Source: an optimization exercise on an open RTL-to-GDS flow (aim: a short achievable clock period and few clock cycles per item). Production flows keep margins and buffers that such runs may drop.
Only simulation tests tie the RTL to the original design; equivalence was not proved.
Power and IR drop assume default switching activity.

==> inputs of job 3972 <==
// nezoba_core
module nezoba_core #(
    parameter integer N_BUTTONS          = 15,
    parameter [31:0]  DEBOUNCE_TICKS     = 32'd5000,
    parameter [31:0]  TURBO_PERIOD_TICKS = 32'd13300,
    parameter [31:0]  CFG_DEBOUNCE_TICKS = 32'd5000,
    parameter integer CFG_MAX_READS      = 0,
    parameter [0:0]   TURBO_PHASE_INIT   = 1'b0
) (
    input  wire        clk,
    input  wire        rst,           
    input  wire [31:0] now,
    output reg  [1:0]  exp_op,
    input  wire [7:0]  exp_data,
    input  wire        exp_done,
    output reg  [2:0]  pin_pullup,
    input  wire [2:0]  cfg_pin,
    output reg  [7:0]  evt,
    output reg         evt_valid,
    output wire        halted,
    output wire [1:0]  fault
);
    localparam [1:0] OP_NONE = 2'd0, OP_INIT = 2'd1, OP_READA = 2'd2, OP_READB = 2'd3;
    localparam [2:0] S_INIT = 3'd0, S_CFG = 3'd1, S_WAIT = 3'd2,
                     S_BEGIN = 3'd4, S_RUN = 3'd5, S_HALT = 3'd6;
    localparam [7:0] EV_BEGIN = 8'h00, EV_RELALL = 8'h20, EV_PRESS = 8'h40,
                     EV_DPAD  = 8'h60, EV_COMMIT = 8'h80, EV_DIAG  = 8'hE3;
  ...
export LEC_CHECK = 0
export CAP_MARGIN = 20
export CORE_MARGIN = 2
export CORE_UTILIZATION = 40
export PLACE_DENSITY = 0.6
export SLEW_MARGIN = 20
create_clock -name core_clock -period 11.0 [get_ports {clk}]
standard.sh (not shown) runs the stock make flow with config.mk's settings and CLKGATE_MAP_FILE= SYNTH_SCRIPT=/design/flow/synth_recipe.tcl, a recipe that flattens the netlist after the stock synthesis.
==> flow/flow/run.sh <==
#!/bin/bash
set -euo pipefail
bash standard.sh SETUP_SLACK_MARGIN=7.8 MATCH_CELL_FOOTPRINT=0 \
    "BUFFER_PORTS_ARGS=-buffer_cell sky130_fd_sc_hd__buf_4" finish > standard_make.log 2>&1
==> job 2959 (differences from job 3972) <==
--- a/flow/design.v
+++ b/flow/design.v
@@ -96,12 +96,11 @@
             ans  <= 1'b0;
             tsu  <= 1'b0;
         end else begin
             tsu <= sample;
             if (first) begin
-                acc <= upd ? prev : acc;
-                res <= (prev == (upd ? prev : acc));
+                res <= (prev == acc);
                 ans <= 1'b0;
             end else if (res_eff) begin
                 res <= 1'b1;
                 if (upd)
                     acc <= prev;
@@ -193,13 +192,10 @@
     reg         c2;              
     reg         nv;              
     reg         b_ans;           
     reg         dpad_done;       
     reg  [NS-1:0] allow;         
-    reg  [1:0]    lz_sel;        
-    reg  [NS-1:0] lz_pa, lz_pb;  
-    wire [NS-1:0] allow_eff = lz_sel[0] ? lz_pa : lz_sel[1] ? lz_pb : allow;
     assign halted = halt_r;
     assign fault  = {halt_r, halt_r};
     reg  [3:0]  now_eq;
     integer nb;
     always @(posedge clk) begin
@@ -271,17 +267,10 @@
                 assign sdx[2*J +: 2] = w[6] ? 2'b00 : dx;
                 assign sdy[2*J +: 2] = w[6] ? 2'b00 : dy;
             end
         end
     endgenerate
-    reg [15:0] relm;
-    integer rb;
-    always @(posedge clk)
-        for (rb = 0; rb < 16; rb = rb + 1)
-            relm[rb] <= (rb < N_BUTTONS) &&
-                        (|(isb[3*rb +: 3] | ill[3*rb +: 3]) ||
-                         |{sdx[6*rb +: 6], sdy[6*rb +: 6]});
     wire       wa_any [0:3], wa_ill [0:3], wa_wt [0:3];
     wire [3:0] wa_key [0:3];
     wire [NS-1:0] wa_pass [0:3];
     wire       wb_any [0:3], wb_ill [0:3], wb_wt [0:3];
     wire [3:0] wb_key [0:3];
@@ -289,18 +278,18 @@
     wire [3:0] dp [0:3];
     genvar gv;
     generate
         for (gv = 0; gv < 4; gv = gv + 1) begin : g_var
             nezoba_walk #(.NS(NS), .J0(0), .J1(NSA)) u_wa (
-                .acc(gv[0] ? prev_a : acc_a), .allow(allow_eff),
+                .acc(gv[0] ? prev_a : acc_a), .allow(allow),
                 .isb(isb), .tt(tt), .ill(ill), .pkey(pkey),
                 .turbo(turbo_phase ^ gv[1]), .nv(nv),
                 .any(wa_any[gv]), .illo(wa_ill[gv]), .wt(wa_wt[gv]), .key(wa_key[gv]),
                 .pass(wa_pass[gv])
             );
             nezoba_walk #(.NS(NS), .J0(NSA), .J1(NS)) u_wb (
-                .acc(gv[0] ? prev_b : acc_b), .allow(allow_eff),
+                .acc(gv[0] ? prev_b : acc_b), .allow(allow),
                 .isb(isb), .tt(tt), .ill(ill), .pkey(pkey),
                 .turbo(turbo_phase ^ gv[1]), .nv(nv),
                 .any(wb_any[gv]), .illo(wb_ill[gv]), .wt(wb_wt[gv]), .key(wb_key[gv]),
                 .pass(wb_pass[gv])
             );
@@ -310,28 +299,18 @@
             );
         end
     endgenerate
     wire [7:0]    c_evt   [0:7];
     wire [7:0]    c_flags [0:7];
-    wire [NS-1:0] c_pa [0:7];
-    wire [NS-1:0] c_pb [0:7];
-    reg ag_ar, ag_br, mv_a, mv_b;
-    always @(posedge clk) begin
-        ag_ar <= ~|((acc_a ^ prev_a) & relm[7:0]);
-        ag_br <= ~|((acc_b ^ prev_b) & relm[15:8]);
-        mv_a  <= sample_a || upd_a;
-        mv_b  <= sample_b || upd_b;
-    end
-    wire ag_a = ag_ar && !mv_a;
-    wire ag_b = ag_br && !mv_b;
+    wire [NS-1:0] c_allow [0:7];
     genvar ge;
     generate
         for (ge = 0; ge < 8; ge = ge + 1) begin : g_case
             localparam EA = ge % 2, EB = (ge / 2) % 2, ET = ge / 4;
-            wire ra = res_a || (nv && (!EA || ans_a)) || ag_a;
+            wire ra = res_a || (nv && (!EA || ans_a));
             wire ua = EA && !res_a && nv && ans_a && same_a;
-            wire rb = res_b || (nv && (!EB || ans_b)) || ag_b;
+            wire rb = res_b || (nv && (!EB || ans_b));
             wire ub = EB && !res_b && nv && ans_b && same_b;
             wire tf = c2 && !ET;
             wire [1:0] sa = {tf, ua};
             wire [1:0] sb = {tf, ub};
             wire       any_a = wa_any[sa], ill_a = wa_ill[sa], wt_a = wa_wt[sa];
@@ -362,21 +341,17 @@
             end
             assign c_flags[ge] = {3'd0, v, dg, pa, pb, dd};
             assign c_evt[ge]   = dg ? EV_DIAG :
                                  dd ? (EV_DPAD | {4'd0, dl}) :
                                       (EV_PRESS | {4'd0, pa ? key_a : key_b});
-            assign c_pa[ge] = wa_pass[sa];
-            assign c_pb[ge] = wb_pass[sb];
+            assign c_allow[ge] = pa ? wa_pass[sa] : pb ? wb_pass[sb] : allow;
         end
     endgenerate
     wire cfg_r = ~exp_data[7];                         
     wire [2:0]    ci      = {tb_in, el_b, el_a};
     wire [7:0]    w_evt   = c_evt[ci];
-    wire [NS-1:0] w_pass_a = c_pa[ci];
-    wire [NS-1:0] w_pass_b = c_pb[ci];
-    wire          w_pa     = c_flags[ci][2];
-    wire          w_pb     = c_flags[ci][1];
+    wire [NS-1:0] w_allow = c_allow[ci];
     wire          w_v     = c_flags[ci][4];
     wire          w_diag  = c_flags[ci][3];
     wire          w_dpad  = c_flags[ci][0];
     wire cm_now  = dpad_done && b_ans;
     wire cm_done = dpad_done && !b_ans && exp_op == OP_READB;
@@ -395,20 +370,14 @@
             turbo_ts <= now;          
         else if (turbo_upd)
             turbo_ts <= now_r;        
         if (turbo_tvu)
             {turbo_tw, turbo_tv} <= {1'b0, turbo_ts} + {1'b0, TURBO_PERIOD_TICKS};
-        lz_pa <= w_pass_a;
-        lz_pb <= w_pass_b;
-        if (relall_pend || dpad_done)
-            lz_sel <= 2'd0;
-        else
-            lz_sel <= w_pa ? 2'd1 : w_pb ? 2'd2 : 2'd0;
         if (relall_pend)
             allow <= {NS{1'b1}};
-        else
-            allow <= allow_eff;
+        else if (!dpad_done)
+            allow <= w_allow;
         if (st == S_BEGIN)
             evt <= EV_BEGIN;
         else if (dpad_done)
             evt <= EV_COMMIT;
         else
==> flow_results.org <==
** STA
- Final setup slack of the worst path :: 7577 ps

** Critical path
- Among cell families on the critical path, the largest total delay comes from compound AO/OA/AOI/OAI gates.
- Reg2Reg Depth :: 15

** Outcome
- Run status :: no timing/DRC/antenna violations

** Clock network
- The clock drives 556 sinks.

** Logic synthesis
- In this run the mean area of a mapped cell was 9.758 sq um.
- Yosys printed 15 warnings.

** Power
- Summed over all cells, the static leakage comes to 14.19 nW.
- Clock net power :: 0.00194 W

** Detailed routing
- After detailed routing, the met3 layer carries 3.476 mm of wire.
- Average detailed-routed wire length per instance :: 19.57 microns

** Cells and area
- The finished layout holds 4,143 standard cells, fillers aside.

** Global route
- Vias in the first global route :: 21,760
That was job 3972.
==> flow_results.org <==
** Logic synthesis
- Warning count from the yosys run :: 7
- A synthesized cell averages 9.627 sq um.

** STA
- Setup slack closes at 7471 ps.

** Die
- Initial standard-cell utilization of the core :: 40.53%

** Power
- Static Leak :: 13.45 nW

** Outcome
- Run status :: no timing/DRC/antenna violations

** Detailed routing
- In the final routed layout, each cell accounts on average for 21.06 microns.
- Summed over all nets, wire length on met3 after detailed routing comes to 3.516 mm.
- After detailed routing, the met2 layer carries 43.33 mm of wire.

** Global route
- The number of global-route vias before repair came to 23,050.

** Clock network
- Clk sink count :: 511

** Cells and area
- Leaving out filler cells and counting taps, the final layout contains 4,069.

** Critical path
- Reg2Reg Depth :: 14
- Data on the critical path arrives at its endpoint at 4060 ps.
That was job 2959.
Testbench counts of job 3972, summed over its fixed seeds: cycles 3,139, iterations 480.
Testbench counts of job 2959, summed over its fixed seeds: cycles 3,172, iterations 480.

==> 06-27 <==
Another version of the RTL of nezoba_core (not shown whole).
## nezoba_core
module nezoba_core #(
    parameter integer N_BUTTONS          = 15,
    parameter [31:0]  DEBOUNCE_TICKS     = 32'd5000,
    parameter [31:0]  TURBO_PERIOD_TICKS = 32'd13300,
    parameter [31:0]  CFG_DEBOUNCE_TICKS = 32'd5000,
    parameter integer CFG_MAX_READS      = 0,
    parameter [0:0]   TURBO_PHASE_INIT   = 1'b0
) (
    input  wire        clk,
    input  wire        rst,           
    input  wire [31:0] now,
    output reg  [1:0]  exp_op,
    input  wire [7:0]  exp_data,
    input  wire        exp_done,
    output reg  [2:0]  pin_pullup,
    input  wire [2:0]  cfg_pin,
    output reg  [7:0]  evt,
    output reg         evt_valid,
    output wire        halted,
    output wire [1:0]  fault
);
clock: 11.0 ns
lec_check: 0
cap_margin: 20
core_margin: 2
core_utilization: 40
place_density: 0.6
slew_margin: 20
Scripts as last shown in full above: flow/flow/run.sh
==> inputs of 07-01, as changes to 06-27 <==
--- a/flow/design.v
+++ b/flow/design.v
@@ -177,13 +177,13 @@
     reg         cfg_prev;
     reg         cfg_prev_v;
     reg  [31:0] cfg_t;           
     reg  [31:0] cfg_tv;          
     reg         cfg_tw;          
     reg  [1:0]  cfg_wt;          
-    reg  [15:0] cfg_oh;          
+    reg  [3:0]  cfg_index;
     reg         turbo_phase;
     reg  [31:0] turbo_ts;
     reg  [31:0] turbo_tv;        
     reg         turbo_tw;        
     reg         turbo_upd;       
     reg         turbo_tvu;       
@@ -227,60 +227,42 @@
     nezoba_window u_cfg_win (
         .clk(clk), .t(now), .lo(cfg_t), .hi(cfg_tv), .wrap(cfg_tw), .in_win(cfg_in)
     );
     wire [NS-1:0]   isb, tt, ill;
     wire [4*NS-1:0] pkey;
     wire [2*NS-1:0] sdx, sdy;       
-    genvar gb, gs, gk;
+    genvar gb, gs;
     generate
         for (gb = 0; gb < N_BUTTONS; gb = gb + 1) begin : g_btn
             for (gs = 1; gs <= 3; gs = gs + 1) begin : g_slot
                 localparam integer J = gb*3 + gs-1;
-                wire [15:0] k_isb, k_tt, k_ill;
-                wire [15:0] k_key [0:3];
-                wire [15:0] k_dx [0:1];
-                wire [15:0] k_dy [0:1];
-                for (gk = 0; gk < 16; gk = gk + 1) begin : g_cfg
-                    wire [6:0] w;
-                    nezoba_maptab u_rom (
-                        .cfg(gk[3:0]), .btn(gb[3:0]), .slot(gs[1:0]), .word(w)
-                    );
-                    wire [5:0] k = w[5:0];
-                    reg [1:0] dx, dy;
-                    always @(*) begin
-                        case (k)
-                            6'd17:   begin dx = 2'b00; dy = 2'b01; end    
-                            6'd18:   begin dx = 2'b01; dy = 2'b01; end    
-                            6'd19:   begin dx = 2'b01; dy = 2'b00; end    
-                            6'd20:   begin dx = 2'b01; dy = 2'b11; end    
-                            6'd21:   begin dx = 2'b00; dy = 2'b11; end    
-                            6'd22:   begin dx = 2'b11; dy = 2'b11; end    
-                            6'd23:   begin dx = 2'b11; dy = 2'b00; end    
-                            6'd24:   begin dx = 2'b11; dy = 2'b01; end    
-                            default: begin dx = 2'b00; dy = 2'b00; end    
-                        endcase
-                    end
-                    wire on = cfg_oh[gk];
-                    assign k_isb[gk]    = on && (k < 6'd16);
-                    assign k_tt[gk]     = on && w[6];
-                    assign k_ill[gk]    = on && ((k >= 6'd44) || (w[6] && k >= 6'd16));
-                    assign k_key[0][gk] = on && k[0];
-                    assign k_key[1][gk] = on && k[1];
-                    assign k_key[2][gk] = on && k[2];
-                    assign k_key[3][gk] = on && k[3];
-                    assign k_dx[0][gk]  = on && !w[6] && dx[0];
-                    assign k_dx[1][gk]  = on && !w[6] && dx[1];
-                    assign k_dy[0][gk]  = on && !w[6] && dy[0];
-                    assign k_dy[1][gk]  = on && !w[6] && dy[1];
+                wire [6:0] w;
+                nezoba_maptab u_rom (
+                    .cfg(cfg_index), .btn(gb[3:0]), .slot(gs[1:0]), .word(w)
+                );
+                wire [5:0] k = w[5:0];
+                assign isb[J] = (k < 6'd16);
+                assign tt[J]  = w[6];
+                assign ill[J] = (k >= 6'd44) || (w[6] && k >= 6'd16);
+                assign pkey[4*J +: 4] = k[3:0];
+                reg [1:0] dx, dy;
+                always @(*) begin
+                    case (k)
+                        6'd17:   begin dx = 2'b00; dy = 2'b01; end    
+                        6'd18:   begin dx = 2'b01; dy = 2'b01; end    
+                        6'd19:   begin dx = 2'b01; dy = 2'b00; end    
+                        6'd20:   begin dx = 2'b01; dy = 2'b11; end    
+                        6'd21:   begin dx = 2'b00; dy = 2'b11; end    
+                        6'd22:   begin dx = 2'b11; dy = 2'b11; end    
+                        6'd23:   begin dx = 2'b11; dy = 2'b00; end    
+                        6'd24:   begin dx = 2'b11; dy = 2'b01; end    
+                        default: begin dx = 2'b00; dy = 2'b00; end    
+                    endcase
                 end
-                assign isb[J] = |k_isb;
-                assign tt[J]  = |k_tt;
-                assign ill[J] = |k_ill;
-                assign pkey[4*J +: 4] = {|k_key[3], |k_key[2], |k_key[1], |k_key[0]};
-                assign sdx[2*J +: 2]  = {|k_dx[1], |k_dx[0]};
-                assign sdy[2*J +: 2]  = {|k_dy[1], |k_dy[0]};
+                assign sdx[2*J +: 2] = w[6] ? 2'b00 : dx;
+                assign sdy[2*J +: 2] = w[6] ? 2'b00 : dy;
             end
         end
     endgenerate
     wire       wa_any [0:3], wa_ill [0:3], wa_wt [0:3];
     wire [3:0] wa_key [0:3];
     wire [NS-1:0] wa_pass [0:3];
@@ -369,13 +351,13 @@
     wire cm_done = dpad_done && !b_ans && exp_op == OP_READB;
     wire commit  = cm_now || (cm_done && exp_done);
     always @(posedge clk) begin
         if (st == S_CFG && exp_done) begin
             cfg_prev  <= cfg_r;
             cfg_t     <= now;
-            cfg_oh    <= 16'd1 << {~cfg_pin[0], ~cfg_pin[1], ~cfg_pin[2], cfg_r};
+            cfg_index <= {~cfg_pin[0], ~cfg_pin[1], ~cfg_pin[2], cfg_r};
         end
         {cfg_tw, cfg_tv} <= {1'b0, cfg_t} + {1'b0, CFG_DEBOUNCE_TICKS};
         if (st == S_BEGIN)
             turbo_ts <= now;          
         else if (turbo_upd)
             turbo_ts <= now_r;        
- CORE_UTILIZATION: 40 -> 70
- PLACE_DENSITY: 0.6 -> 0.8
==> run summary <==
Status: 07-01 finished clean; 06-27 finished clean
Detailed route wirelength on metal2: 07-01 42.4 mm; 06-27 42.9 mm
Actual transition at the worst max-transition pin: 07-01 1.14 ns; 06-27 0.957 ns
Clock latency (worst-skew pair): 07-01 0.61 ns; 06-27 0.64 ns
FF/Latch Area: 07-01 12500 um^2; 06-27 12900 um^2
Critical path depth: 07-01 10; 06-27 11
Number of multi-input logic gates: 07-01 1878; 06-27 2014
Area of the multi-input gates: 07-01 14200 um^2; 06-27 14900 um^2
Endpoint of the worst register-to-register path: 07-01 allow[27]; 06-27 allow[28]
FF+latch count, synth: 07-01 507; 06-27 520
Total number of sequential cells: 07-01 507; 06-27 520
Final min period: 07-01 3.34 ns; 06-27 3.30 ns
Share of total power consumed by net switching: 07-01 25.6%; 06-27 24.7%
Layout clock buffers: 07-01 60; 06-27 84
Testbench counts of 06-27, summed over its fixed seeds: cycles 3,187, iterations 480.
Testbench counts of 07-01, summed over its fixed seeds: cycles 3,187, iterations 480.

## afterwards: timing with drivers on the ports
No port has a modelled driver above. Below, the same layouts with a new extraction and two added sets of constraints. Step 1 assumes that a clkbuf_16 drives the clock port and a buf_2 every other input. Step 2, shift: input delay + t, output delay - t, t = (earliest + latest rising clock arrival at the registers) / 2. This alone moves slack from input paths to output paths. Three values: ideal ports, drivers, drivers and shift; two values: the first two.
| run | shift t [ns] | slack for setup (ns) | worst data-port slew with drivers (ns) |
|---|---|---|---|
| job 3972 | 0.673 | 7.577 / 7.577 / 7.233 | 0.14 |
| job 2959 | 0.683 | 7.471 / 7.471 / 7.288 | 0.05 |
| 06-27 | 0.679 | 7.700 / 7.640 / 7.201 | 0.06 |
| 07-01 | 0.653 | 7.662 / 7.661 / 7.237 | 0.06 |
After both steps setup and hold are still met in every run listed. For 06-27, which loses most, drivers alone change the setup slack by -0.060 ns; drivers and shift together by -0.499 ns.
